This design comes from an exercise in tuning for small area on the open sky130 flow, not from production work.
RTL that was checked went through simulation tests only; none was proved equivalent to the original.
Power figures rest on the tool's default switching activity, not on a simulated workload.

Setup of v35:
==> flow/design.v (excerpt) <==
module illum_rx (
    input  wire        clk,
    input  wire        rst,               
    input  wire        in_valid,
    input  wire [7:0]  in_data,
    input  wire        in_long,           
    input  wire        in_check_framing,  
    output reg         out_valid,
    output reg         out_long,
    output reg  [2:0]  out_err,
    output reg  [7:0]  out_bcc,
    output reg  [6:0]  out_head,
    output reg  [15:0] out_cmd,
    output reg  [31:0] out_param,
    output reg  [2:0]  out_status,
    output reg         out_low_battery,
    output wire        out_d1_absent,
    output reg         out_d1_neg,
    output reg  [13:0] out_d1_mant,
    output wire [3:0]  out_d1_exp,
    output wire        out_d2_absent,
    output reg         out_d2_neg,
    output reg  [13:0] out_d2_mant,
    output wire [3:0]  out_d2_exp,
    output wire        out_d3_absent,
    output reg         out_d3_neg,
    output reg  [13:0] out_d3_mant,
    output wire [3:0]  out_d3_exp
);
==> flow/config.mk <==
export PLATFORM = sky130hd
export DESIGN_NAME = illum_rx
export DESIGN_NICKNAME = illum_rx
export VERILOG_FILES = /design/flow/design.v
export SDC_FILE = /design/flow/constraint.sdc
export NUM_CORES = 4
export LEC_CHECK = 0
export CAP_MARGIN = 0
export CORE_MARGIN = 2
export CORE_UTILIZATION = 40
export SLEW_MARGIN = 0
==> flow/constraint.sdc <==
create_clock -name core_clock -period 10.0 [get_ports {clk}]
set_input_delay 2.0000 -clock core_clock [delete_from_list [all_inputs] [get_ports {clk}]]
set_output_delay 2.0000 -clock core_clock [all_outputs]
set_load 0.01 [all_outputs]
standard.sh (not shown) runs the stock make flow with config.mk's settings and CLKGATE_MAP_FILE= SYNTH_SCRIPT=/design/flow/synth_recipe.tcl, a recipe that flattens the netlist after the stock synthesis.
==> flow/flow/run.sh <==
#!/bin/bash
# Standard ORFS layout (the standard.sh, standard synthesis unchanged),
# with smaller cells for the port buffers and the clock tree, and no CTS
# dummy loads. Each step's full output stays in orfs/logs; make's own output
# goes to flow.log here.
set -euo pipefail
cd "$(dirname "$0")/.."
export BUFFER_PORTS_ARGS="-buffer_cell sky130_fd_sc_hd__buf_1"
export CTS_ARGS="-sink_clustering_enable -repair_clock_nets -dont_use_dummy_load -buf_list sky130_fd_sc_hd__clkbuf_4"
bash standard.sh finish > flow.log 2>&1
> inputs changed (v35 -> v28)
Settings: a change of SLEW_MARGIN from 0 to 20; a change of CAP_MARGIN from 0 to 20.
==> summary.txt <==
As far as final critical delay including setup and external delays goes, v35 and v28 are indistinguishable; the numbers are identical. From v28 to v35, total routed wirelength did not move at all. On combinational-cell power consumption, v28 and v35 are neck and neck.
diff inputs: v28 => v6
Settings: CORE_UTILIZATION changed from 40 to 55.
Notes after the runs:
Data-path buffer share of cell area in the final layout: v28 vs v6 — no meaningful difference
From v28 to v6 the numbers moved as follows: part of the total power dissipated in combinational logic lower, max-slew violation count closely matched the old numbers, number of filler instances in the final layout now sits lower.
Cell area in v6 is about 0.9% below v28.
Final setup slack of the worst path (v6 over v28): increase, 0.076 ns
v6 vs. v28: number of tap cells inserted went down by about 25%.

## old
The RTL this note starts from:
==> flow/design.v <==
module illum_rx (
    input  wire        clk,
    input  wire        rst,               
    input  wire        in_valid,
    input  wire [7:0]  in_data,
    input  wire        in_long,           
    input  wire        in_check_framing,  
    output reg         out_valid,
    output reg         out_long,
    output reg  [2:0]  out_err,
    output reg  [7:0]  out_bcc,
    output reg  [6:0]  out_head,
    output reg  [15:0] out_cmd,
    output reg  [31:0] out_param,
    output reg  [2:0]  out_status,
    output reg         out_low_battery,
    output wire        out_d1_absent,
    output reg         out_d1_neg,
    output reg  [13:0] out_d1_mant,
    output wire [3:0]  out_d1_exp,
    output wire        out_d2_absent,
    output reg         out_d2_neg,
    output reg  [13:0] out_d2_mant,
    output wire [3:0]  out_d2_exp,
    output wire        out_d3_absent,
    output reg         out_d3_neg,
    output reg  [13:0] out_d3_mant,
    output wire [3:0]  out_d3_exp
);
    localparam [7:0] STX = 8'h02;
    localparam [7:0] ETX = 8'h03;
    localparam [7:0] CR  = 8'h0D;
    localparam [7:0] LF  = 8'h0A;
    localparam [7:0] SP  = 8'h20;
    localparam [2:0] S_H1 = 3'b000;
    localparam [2:0] S_H2 = 3'b001;
    localparam [2:0] S_F1 = 3'b100;
    localparam [2:0] S_F2 = 3'b101;
    localparam [2:0] S_F3 = 3'b110;
    localparam [2:0] S_T  = 3'b010;
    reg [2:0] seg;
    reg [2:0] ph;
    reg       chk;       
    reg [3:0] e1, e2, e3;
    wire      sp_ok = e3[0];
    wire      sp_nx = is_sp & (p0 | sp_ok);
    assign out_d1_exp = e1;
    assign out_d2_exp = e2;
    assign out_d3_exp = e3;
    assign out_d1_absent = e1[3] & ~e1[2];
    assign out_d2_absent = e2[3] & ~e2[2];
    assign out_d3_absent = e3[3] & ~e3[2];
    wire [7:0] b = in_data;
    wire       is_dig = (b[7:4] == 4'h3) && (b[3:0] <= 4'd9);
    wire       is_sp  = (b == SP);
    wire p0 = ~ph[2] & ~ph[0];
    wire p1 = ~ph[1] &  ph[0];
    wire p2 = ~ph[2] &  ph[1];
    wire p3 =  ph[2] &  ph[0];
    wire p4 =  ph[1] & ~ph[0];
    wire p5 =  ph[2] & ~ph[1];
    wire in_h1 = (seg == S_H1);
    wire in_h2 = (seg == S_H2);
    wire in_f  = seg[2];
    wire in_t  = (seg == S_T);
    wire seg_end = (in_h2 & p2) | (in_t & p4) | p5;
    reg  [2:0] seg_nx;
    always @(*) begin
        case (seg)
            S_H1:    seg_nx = S_H2;
            S_H2:    seg_nx = out_long ? S_F1 : S_T;
            S_F1:    seg_nx = S_F2;
            S_F2:    seg_nx = S_F3;
            S_F3:    seg_nx = S_T;
            default: seg_nx = S_H1;
        endcase
    end
    always @(posedge clk) begin
        if (rst) begin
            seg       <= S_H1;
            ph        <= 3'b000;
            out_valid <= 1'b0;
        end else begin
            out_valid <= in_valid & in_t & p4;
            if (in_valid) begin
                if (seg_end) begin
                    seg <= seg_nx;
                    ph  <= 3'b000;
                end else begin
                    ph  <= {ph[1:0], ~ph[2]};
                end
            end
        end
    end
    wire        first = (in_h1 & p1) | (in_f & p1);
    wire [9:0]  x = out_d3_mant[9:0] & {10{~first}};
    wire [13:0] h;
    wire [13:0] cy;
    assign h[0]  = b[0];
    assign h[1]  = x[0] ^ b[1];
    assign cy[2] = x[0] & b[1];
    assign h[2]  = x[1] ^ b[2] ^ cy[2];
    assign cy[3] = ((x[1] & b[2]) | (x[1] & cy[2]) | (b[2] & cy[2])) | b[3];
    genvar gi;
    generate
        for (gi = 3; gi <= 10; gi = gi + 1) begin : g_fa
            wire a_ = x[gi-3];
            wire b_ = x[gi-1];
            assign h[gi]    = a_ ^ b_ ^ cy[gi];
            assign cy[gi+1] = (a_ & b_) | (a_ & cy[gi]) | (b_ & cy[gi]);
        end
    endgenerate
    assign h[11]  = x[8] ^ cy[11];
    assign cy[12] = x[8] & cy[11];
    assign h[12]  = x[9] ^ cy[12];
    assign h[13]  = x[9] & cy[12];
    wire [3:0] nib = p1 ? out_bcc[7:4] : out_bcc[3:0];
    wire       hex_ok = (b[7:4] == 4'h3) ? (b[3:0] == nib && !(nib[3] && (nib[2] || nib[1]))) :
                        (b[7:6] == 2'b01 && b[4:3] == 2'b00) ?
                            (nib[3] && (nib[2] || nib[1]) && nib[2:0] == b[2:0] + 3'd1) : 1'b0;
    wire meas_bad = (sp_ok & ~is_sp & ~p1) | (~is_dig & ~(sp_ok & is_sp));
    always @(posedge clk) begin
        if (in_valid) begin
            if (in_h1 & p0) begin
                out_long <= in_long;
                chk      <= in_check_framing;
            end
            if (in_h1 & p1)
                out_bcc <= b;
            else if (~(in_h1 & p0) & ~(in_t & ~p0))
                out_bcc <= out_bcc ^ b;
            if (in_h1 & p1)
                out_d3_mant <= h;
            if (in_h1 & p2)
                out_head <= h[6:0];
            if ((in_h1 & (p3 | p4 | p5)) | in_h2)
                {out_cmd, out_param} <= {out_cmd[7:0], out_param, b};
            if (in_f & p0) begin
                out_d1_neg  <= out_d2_neg;
                out_d2_neg  <= out_d3_neg;
                out_d3_neg  <= (b == 8'h2D);
                out_d1_mant <= out_d2_mant;
                out_d2_mant <= out_d3_mant;
                e1 <= e2;
                e2 <= e3;
            end
            if (in_f & (p1 | p2 | p3 | p4)) begin
                out_d3_mant <= h;
            end
            if (in_f)
                e3[0] <= p5 ? b[0] : sp_nx;
            if (in_f & p5)
                e3[3:1] <= sp_nx ? 3'b100 : {~(b[3] ^ b[2]), ~b[2], b[1]};
            if (in_h1 & p0)
                out_err <= (in_check_framing && b != STX) ? 3'd1 : 3'd0;
            if (in_h1 & (p1 | p2) & ~is_dig & (out_err == 3'd0))
                out_err <= 3'd3;
            if (in_f & ~p0 & meas_bad & (out_err == 3'd0))
                out_err <= seg;
            if (in_t & (p1 | p2) & ~hex_ok & (out_err != 3'd1))
                out_err <= 3'd2;
            if (in_t & chk & ((p0 & b != ETX) | (p3 & b != CR) | (p4 & b != LF)))
                out_err <= 3'd1;
        end
    end
    wire [7:0] s1 = out_param[23:16];
    wire [7:0] s3 = out_param[7:0];
    always @(*) begin
        case (s1)
            8'h20, 8'h37: out_status = 3'd0;
            8'h35:        out_status = 3'd1;
            8'h31:        out_status = 3'd2;
            8'h32:        out_status = 3'd3;
            8'h33:        out_status = 3'd4;
            default:      out_status = 3'd7;
        endcase
        case (s3)
            8'h30, 8'h32: out_low_battery = 1'b0;
            8'h31, 8'h33: out_low_battery = 1'b1;
            default: begin
                out_low_battery = 1'b0;
                out_status      = 3'd7;
            end
        endcase
    end
endmodule
export LEC_CHECK = 0
export CAP_MARGIN = 20
export CORE_MARGIN = 2
export CORE_UTILIZATION = 40
export SLEW_MARGIN = 20
create_clock -name core_clock -period 10.0 [get_ports {clk}]
==> flow/flow/run.sh <==
#!/bin/bash
# Standard ORFS layout (the standard.sh, standard synthesis unchanged),
# with smaller cells for the port buffers and the clock tree, and no CTS
# dummy loads. Each step's full output stays in orfs/logs; make's own output
# goes to flow.log here.
set -euo pipefail
cd "$(dirname "$0")/.."
export BUFFER_PORTS_ARGS="-buffer_cell sky130_fd_sc_hd__buf_1"
export CTS_ARGS="-sink_clustering_enable -repair_clock_nets -dont_use_dummy_load -buf_list sky130_fd_sc_hd__clkbuf_8 -sink_clustering_size 40 -sink_clustering_max_diameter 200"
bash standard.sh finish > flow.log 2>&1
## Diff of input files: new against old
-- flow/flow/run.sh --
<<< old, line 8
export BUFFER_PORTS_ARGS="-buffer_cell sky130_fd_sc_hd__buf_1"
export CTS_ARGS="-sink_clustering_enable -repair_clock_nets -dont_use_dummy_load -buf_list sky130_fd_sc_hd__clkbuf_8 -sink_clustering_size 40 -sink_clustering_max_diameter 200"
bash standard.sh finish > flow.log 2>&1
>>> new, line 8
export BUFFER_PORTS_ARGS="-buffer_cell sky130_fd_sc_hd__buf_1"
export CTS_ARGS="-sink_clustering_enable -repair_clock_nets -dont_use_dummy_load -buf_list sky130_fd_sc_hd__clkbuf_16 -sink_clustering_size 100 -sink_clustering_max_diameter 300"
bash standard.sh finish > flow.log 2>&1
Results
Via count of the first global-routing pass was lower in the run labelled old. Number of levels the H-tree was split into essentially unchanged between new and old. Changes observed in new relative to old: final-layout non-clock buffer area share saw a decrease; fmax saw little to no change; via count saw an increase; share of total power in combinational logic saw a decrease. old -> new: met2 layer wire length in the routed design increased slightly. Between old and new, ratio of final minimum period to clock period increased. new vs. old: fraction of standard cell area in multi-input logic now smaller; part of the power in the clock network higher.
No run of this note included a check of the RTL's function; only the layout flow was run.

==> what the ideal ports hide <==
How much do the figures lean on ideal ports? The routed layouts below were timed once more, with nothing changed but the port constraints. Step 1 (the two cells are an assumption about what drives the block):
set clk [get_ports {clk}]
set_driving_cell -lib_cell sky130_fd_sc_hd__clkbuf_16 $clk
set_driving_cell -lib_cell sky130_fd_sc_hd__buf_2 [delete_from_list [all_inputs] $clk]
Step 2 also shifts input and output timing later by t, the mid clock arrival at the registers, as if the neighbouring blocks saw the same clock. a / b / c = ideal ports / drivers / drivers and shift; a / b = the first two.
run | shift t [ns] | slack for setup (ns) | worst hold slack (ns) | slew at the worst register clock pin (ns) | worst slew at a driven data input, ns
v35 | 0.530 | 3.732 / 3.743 / 3.214 | 0.441 / 0.441 / 0.441 | 0.12 / 0.12 | 0.04
v28 | 0.530 | 3.732 / 3.743 / 3.214 | 0.441 / 0.441 / 0.441 | 0.12 / 0.12 | 0.04
v6 | 0.495 | 3.808 / 3.823 / 3.328 | 0.431 / 0.431 / 0.431 | 0.11 / 0.11 | 0.03
old | 0.456 | 3.828 / 3.843 / 3.387 | 0.437 / 0.437 / 0.437 | 0.07 / 0.07 | 0.03
new | 0.444 | 3.811 / 3.831 / 3.387 | 0.437 / 0.437 / 0.437 | 0.06 / 0.06 | 0.03
After both steps every run listed still meets setup and hold.
